From an optimization exercise on the open Yosys and OpenROAD flow, aimed at small area, a short achievable clock period and few clock cycles; shortcuts taken in it are not production practice. RTL that was checked went through simulation tests only; none was proved equivalent to the original. No activity file was given, so power comes from the tool's default toggle rates.

## main
// rk_gpio
module rk_gpio (
    input              clk,
    input              rst,
    input              cmd_valid,
    output             cmd_ready,
    input      [31:0]  cmd_desc,
    input      [31:0]  cmd_data,
    output             rsp_valid,
    output     [2:0]   rsp_status,
    output     [31:0]  rsp_data,
    output             disp_valid,
    output     [7:0]   disp_irq,
    output             disp_exit,
    input      [63:0]  pad_in,
    output     [63:0]  pad_out,
    output     [63:0]  pad_oe,
    output     [63:0]  pull_en,
    output     [1:0]   bank_irq
);
export LEC_CHECK = 0
export CAP_MARGIN = 20
export CORE_MARGIN = 2
export CORE_UTILIZATION = 50
export CTS_BUF_LIST = sky130_fd_sc_hd__clkbuf_16
export CTS_CLUSTER_DIAMETER = 100
export CTS_CLUSTER_SIZE = 20
export SLEW_MARGIN = 20
create_clock -name core_clock -period 10.0 [get_ports {clk}]
standard.sh (not shown) runs the stock make flow with config.mk's settings and CLKGATE_MAP_FILE= SYNTH_SCRIPT=/design/flow/synth_recipe.tcl, a recipe that flattens the netlist after the stock synthesis.
==> flow/flow/run.sh <==
#!/bin/bash
# The standard layout (the standard.sh, unchanged synthesis), with a timing
# repair target below the clock period, port buffers that are plain buffers,
# and cell sizing not held to the same footprint.
set -euo pipefail
bash standard.sh synth > synth.log 2>&1
bash standard.sh SETUP_SLACK_MARGIN=6.8 MATCH_CELL_FOOTPRINT=0 \
    "BUFFER_PORTS_ARGS=-buffer_cell sky130_fd_sc_hd__buf_1" finish > layout.log 2>&1
main finished end to end and its layout was clean on timing, DRC and antenna.
Testbench counts of main, summed over its fixed seeds: cycles 5,593.
Changes in the feature branch relative to main:
-- flow/design.v --
<<< main, line 122
    reg [63:0] dir, dr, inten, inttype, intpol, pull, tmask, wake, saved, latch;
    reg [1:0]  clk_on;
    reg [63:0] env_q;            
    reg [63:0] s_prev;           
>>> the feature branch, line 122
    reg [63:0] dir, dr, inten, inttype, intpol, pull, tmask, wake, saved, latch;
    reg [1:0]  clk_on;
    reg [1:0]  sv_ok;            
    reg [63:0] env_q;            
    reg [63:0] s_prev;           
<<< main, line 218
    wire [63:0] n_dir, n_dr, n_inten, n_inttype, n_intpol, n_pull, n_tmask,
                n_wake, n_saved, n_latch;
    wire [1:0]  n_clk_on, n_sup;
    generate
        for (g = 0; g < 2; g = g + 1) begin : gb
>>> the feature branch, line 219
    wire [63:0] n_dir, n_dr, n_inten, n_inttype, n_intpol, n_pull, n_tmask,
                n_wake, n_saved, n_latch;
    wire [1:0]  n_clk_on, n_sup, n_sv_ok;
    generate
        for (g = 0; g < 2; g = g + 1) begin : gb
<<< main, line 232
            wire w_tm  = (gsel & c_w[7]) | rq;
            wire w_wk  = (sel  & c_w[8]) | rq;
            wire susp  = go & c_susp & clk_on[g];
            wire res   = go & c_res;
            wire dmx   = x_dmx & (c_bank == g);
            wire [31:0] q_dir = dir[g*32 +: 32],   q_dr  = dr[g*32 +: 32];
            wire [31:0] q_ien = inten[g*32 +: 32], q_ity = inttype[g*32 +: 32];
>>> the feature branch, line 233
            wire w_tm  = (gsel & c_w[7]) | rq;
            wire w_wk  = (sel  & c_w[8]) | rq;
            wire susp  = go & c_susp & clk_on[g] & ~rq;
            wire res   = go & c_res & ~rq;
            wire dmx   = x_dmx & (c_bank == g) & ~rq;
            wire [31:0] q_dir = dir[g*32 +: 32],   q_dr  = dr[g*32 +: 32];
            wire [31:0] q_ien = inten[g*32 +: 32], q_ity = inttype[g*32 +: 32];
<<< main, line 262
            assign n_wake[g*32 +: 32]    = (m_wk & V_sh) | (~m_wk & q_wk);
            assign n_inten[g*32 +: 32]   = susp ? q_wk :
                                           res  ? (q_sv | (q_isr & q_wk)) :
                                                  ((m_ien & V_sh) | (~m_ien & q_ien));
            assign n_saved[g*32 +: 32]   = (susp | rq) ? (q_ien & {32{~rq}}) : q_sv;
            assign n_latch[g*32 +: 32]   = ~clr & q_lte;
            assign n_clk_on[g] = rq | res | (susp ? (|q_wk) : clk_on[g]);
>>> the feature branch, line 263
            assign n_wake[g*32 +: 32]    = (m_wk & V_sh) | (~m_wk & q_wk);
            assign n_inten[g*32 +: 32]   = susp ? q_wk :
                                           res  ? (({32{sv_ok[g]}} & q_sv) | (q_isr & q_wk)) :
                                                  ((m_ien & V_sh) | (~m_ien & q_ien));
            assign n_saved[g*32 +: 32]   = susp ? q_ien : q_sv;
            assign n_sv_ok[g]  = ~rq & (susp | sv_ok[g]);
            assign n_latch[g*32 +: 32]   = ~clr & q_lte;
            assign n_clk_on[g] = rq | res | (susp ? (|q_wk) : clk_on[g]);
<<< main, line 281
        intpol <= n_intpol;  pull <= n_pull;  tmask <= n_tmask;  wake <= n_wake;
        saved <= n_saved;  latch <= n_latch;  clk_on <= n_clk_on;  sup <= n_sup;
        rsp_st <= eng_act ? ST_OK : ex_st;
        if (!eng_act)
>>> the feature branch, line 283
        intpol <= n_intpol;  pull <= n_pull;  tmask <= n_tmask;  wake <= n_wake;
        saved <= n_saved;  latch <= n_latch;  clk_on <= n_clk_on;  sup <= n_sup;
        sv_ok <= n_sv_ok;
        rsp_st <= eng_act ? ST_OK : ex_st;
        if (!eng_act)
==> summary.txt <==
- Routed wire in the feature branch totals less than in main.
- Against main, the feature branch comes in 0.44 points higher on sequential fraction of the synthesis area.
- The feature branch gives less die area than main did.
- Summary of the feature branch over main: post-synthesis share of cell area spent on and, or, nand and nor gates dropped 0.84 points, clock-cell share of area barely changed, count of cells resized by post-cts repair climbed about 32%, wire length on met3 dropped 4.1%, reported leakage power dropped 1.9%.
- In the feature branch the detailed-routing iteration count for the pre-antenna-repair pass turned out 3 higher than in main.
- On time the final worst path needs with I/O delays and setup, main beats the feature branch.
- Going from main to the feature branch, final cell area excluding filler cells saw an increase; multi-input gate share of the layout cell area saw a decrease.
- First-pass GRT wire length essentially unchanged between the feature branch and main.
Testbench counts of the feature branch, summed over its fixed seeds: cycles 5,593.


rk_gpio, a different RTL version from the one above (not shown whole).
Size: roughly 4400 cells after synthesis, ~45000 µm² of cells after synthesis.
export LEC_CHECK = 0
export CAP_MARGIN = 20
export CORE_MARGIN = 2
export CORE_UTILIZATION = 50
export CTS_BUF_LIST = sky130_fd_sc_hd__clkbuf_16
export CTS_CLUSTER_DIAMETER = 100
export CTS_CLUSTER_SIZE = 20
export SLEW_MARGIN = 20
create_clock -name core_clock -period 10.0 [get_ports {clk}]
==> flow/flow/run.sh <==
#!/bin/bash
# The standard layout (the standard.sh, unchanged synthesis), with a timing
# repair target below the clock period, port buffers that are plain buffers,
# and cell sizing not held to the same footprint.
set -euo pipefail
bash standard.sh synth > synth.log 2>&1
bash standard.sh SETUP_SLACK_MARGIN=6.7 MATCH_CELL_FOOTPRINT=0 \
    "BUFFER_PORTS_ARGS=-buffer_cell sky130_fd_sc_hd__buf_1" finish > layout.log 2>&1
==> next run, changes <==
--- a/flow/design.v
+++ b/flow/design.v
@@ -121,23 +121,25 @@
     end
     reg [63:0] dir, dr, inten, inttype, intpol, pull, tmask, wake, saved, latch;
     reg [1:0]  clk_on;
     reg [1:0]  sv_ok;            
     reg [63:0] env_q;            
     reg [63:0] s_prev;           
+    reg [1:0]  sup;              
     reg        eng_act;          
     reg        eng_acked;
     reg        rsp_v;
     reg [2:0]  rsp_st;
     reg [31:0] rsp_d;            
     reg        dsp_v, dsp_x;
     reg [5:0]  dsp_i;            
     reg [1:0]  birq_q;
     wire [63:0] pad = (dir & dr) | (~dir & env_q);
     wire [63:0] s   = ~(pad ^ intpol);
-    wire [63:0] lte = latch | (inten & inttype & ~s_prev & s);
+    wire [63:0] con = {{32{clk_on[1] & ~sup[1]}}, {32{clk_on[0] & ~sup[0]}}};
+    wire [63:0] lte = latch | (con & inten & inttype & ~s_prev & s);
     wire [63:0] isr = inten & ((inttype & lte) | (~inttype & s));
     wire go    = v_q & ~eng_act;
     wire bon   = c_bank ? clk_on[1] : clk_on[0];       
     wire gchk  = c_rgok | c_pgok | c_dmx;
     wire gated = (gchk & ~bon) | (c_susp & ~(&clk_on));
     wire [2:0] ex_st = (c_mal1 | c_mal2 | c_mal3) ? ST_MALFORMED : c_inv ? ST_INVREG :
@@ -213,13 +215,13 @@
             glev = glev | (r_lev[j] & (|(pad[j*32 +: 32] & dm)));
         end
     end
     wire [31:0] ex_d = rval | ({32{c_toirq}} & dm) | {31'd0, glev};
     wire [63:0] n_dir, n_dr, n_inten, n_inttype, n_intpol, n_pull, n_tmask,
                 n_wake, n_saved, n_latch;
-    wire [1:0]  n_clk_on, no_edge, n_sv_ok;
+    wire [1:0]  n_clk_on, n_sup, n_sv_ok;
     generate
         for (g = 0; g < 2; g = g + 1) begin : gb
             wire sel   = v_b[g] & ~eng_act;
             wire gsel  = sel & clk_on[g];                 
             wire w_dir = (gsel & c_w[0]) | rq;
             wire w_dr  = (gsel & c_w[1]) | rq;
@@ -227,15 +229,15 @@
             wire w_ity = (gsel & c_w[3]) | rq;
             wire w_ipl = (gsel & c_w[4]) | rq;
             wire w_pul = (gsel & c_w[5]) | rq;
             wire w_clr = (gsel & c_w[6]) | rq;
             wire w_tm  = (gsel & c_w[7]) | rq;
             wire w_wk  = (sel  & c_w[8]) | rq;
-            wire susp  = go & c_susp & clk_on[g] & ~rq;
-            wire res   = go & c_res & ~rq;
-            wire dmx   = x_dmx & (c_bank == g) & ~rq;
+            wire susp  = go & c_susp & clk_on[g];
+            wire res   = go & c_res;
+            wire dmx   = x_dmx & (c_bank == g);
             wire [31:0] q_dir = dir[g*32 +: 32],   q_dr  = dr[g*32 +: 32];
             wire [31:0] q_ien = inten[g*32 +: 32], q_ity = inttype[g*32 +: 32];
             wire [31:0] q_ipl = intpol[g*32 +: 32], q_pul = pull[g*32 +: 32];
             wire [31:0] q_tm  = tmask[g*32 +: 32], q_wk  = wake[g*32 +: 32];
             wire [31:0] q_sv  = saved[g*32 +: 32], q_lte = lte[g*32 +: 32];
             wire [31:0] q_pad = pad[g*32 +: 32],   q_isr = isr[g*32 +: 32];
@@ -263,26 +265,26 @@
                                            res  ? (({32{sv_ok[g]}} & q_sv) | (q_isr & q_wk)) :
                                                   ((m_ien & V_sh) | (~m_ien & q_ien));
             assign n_saved[g*32 +: 32]   = susp ? q_ien : q_sv;
             assign n_sv_ok[g]  = ~rq & (susp | sv_ok[g]);
             assign n_latch[g*32 +: 32]   = ~clr & q_lte;
             assign n_clk_on[g] = rq | res | (susp ? (|q_wk) : clk_on[g]);
-            assign no_edge[g]  = dmx | ~clk_on[g];
+            assign n_sup[g]    = dmx;
         end
     endgenerate
     wire v_n   = ready_q ? cmd_valid : (v_q & ~go);
     wire bank_n = ld ? (o_pin ? pin[5] : fb[0]) : c_bank;
     wire eng_n = dmx_go & multi;
     assign ld  = ~(eng_act & v_q);
     always @(posedge clk) begin
         env_q  <= pad_in;
-        s_prev <= s | {{32{no_edge[1]}}, {32{no_edge[0]}}};
+        s_prev <= s;
         birq_q <= rst ? 2'b00 : {|isr[63:32], |isr[31:0]};
         dir <= n_dir;  dr <= n_dr;  inten <= n_inten;  inttype <= n_inttype;
         intpol <= n_intpol;  pull <= n_pull;  tmask <= n_tmask;  wake <= n_wake;
-        saved <= n_saved;  latch <= n_latch;  clk_on <= n_clk_on;
+        saved <= n_saved;  latch <= n_latch;  clk_on <= n_clk_on;  sup <= n_sup;
         sv_ok <= n_sv_ok;
         rsp_st <= eng_act ? ST_OK : ex_st;
         if (!eng_act)
             rsp_d  <= ex_d;
         dsp_x  <= top_x & ~(eng_act & eng_acked);
         dsp_i  <= {dbank, top};
=> The changed run completed without violations. Hold slack loses 0.037 ns. Power came out lower by about 0.4%. Area after synthesis came out lower by about 1.4%. Setup slack barely changes. Core utilization came out lower by 0.47 points. Sequential power is about the same. Flip-flop and latch count came out higher by 2. Global-route usage came out lower by 0.21 points. Wire length came out lower by 3.4%. Die area came out lower by 1.4%. Final area came out lower by 2.5%. Sequential share of layout area came out higher by 1.3 points. Combinational power came out lower by about 3%.
No functional check of the RTL was part of any run of this note.

[re-timing with driven ports]
How much do the figures lean on ideal ports? The routed layouts below were timed once more, with nothing changed but the port constraints.
Step 1 assumes that a clkbuf_16 drives the clock port and a buf_2 every other input.
Step 2, shift: input delay + t, output delay - t, t = (earliest + latest rising clock arrival at the registers) / 2. This alone moves slack from input paths to output paths.
Three values: no drivers, after step 1, after step 2; two values: the first two.
run	t (ns)	setup WS [ns]	worst setup path at the end
main	0.740	6.551 / 6.477 / 6.090	input to register
the feature branch	0.731	6.226 / 6.226 / 5.818	input to register
the first run of note 2	0.752	6.498 / 6.491 / 5.777	input to register
the second run of note 2	0.730	6.497 / 6.452 / 5.857	input to register
After both steps every run listed still meets setup and hold. The setup slack of the first run of note 2, which loses most, moves by -0.007 ns with the drivers and by -0.721 ns with both steps.
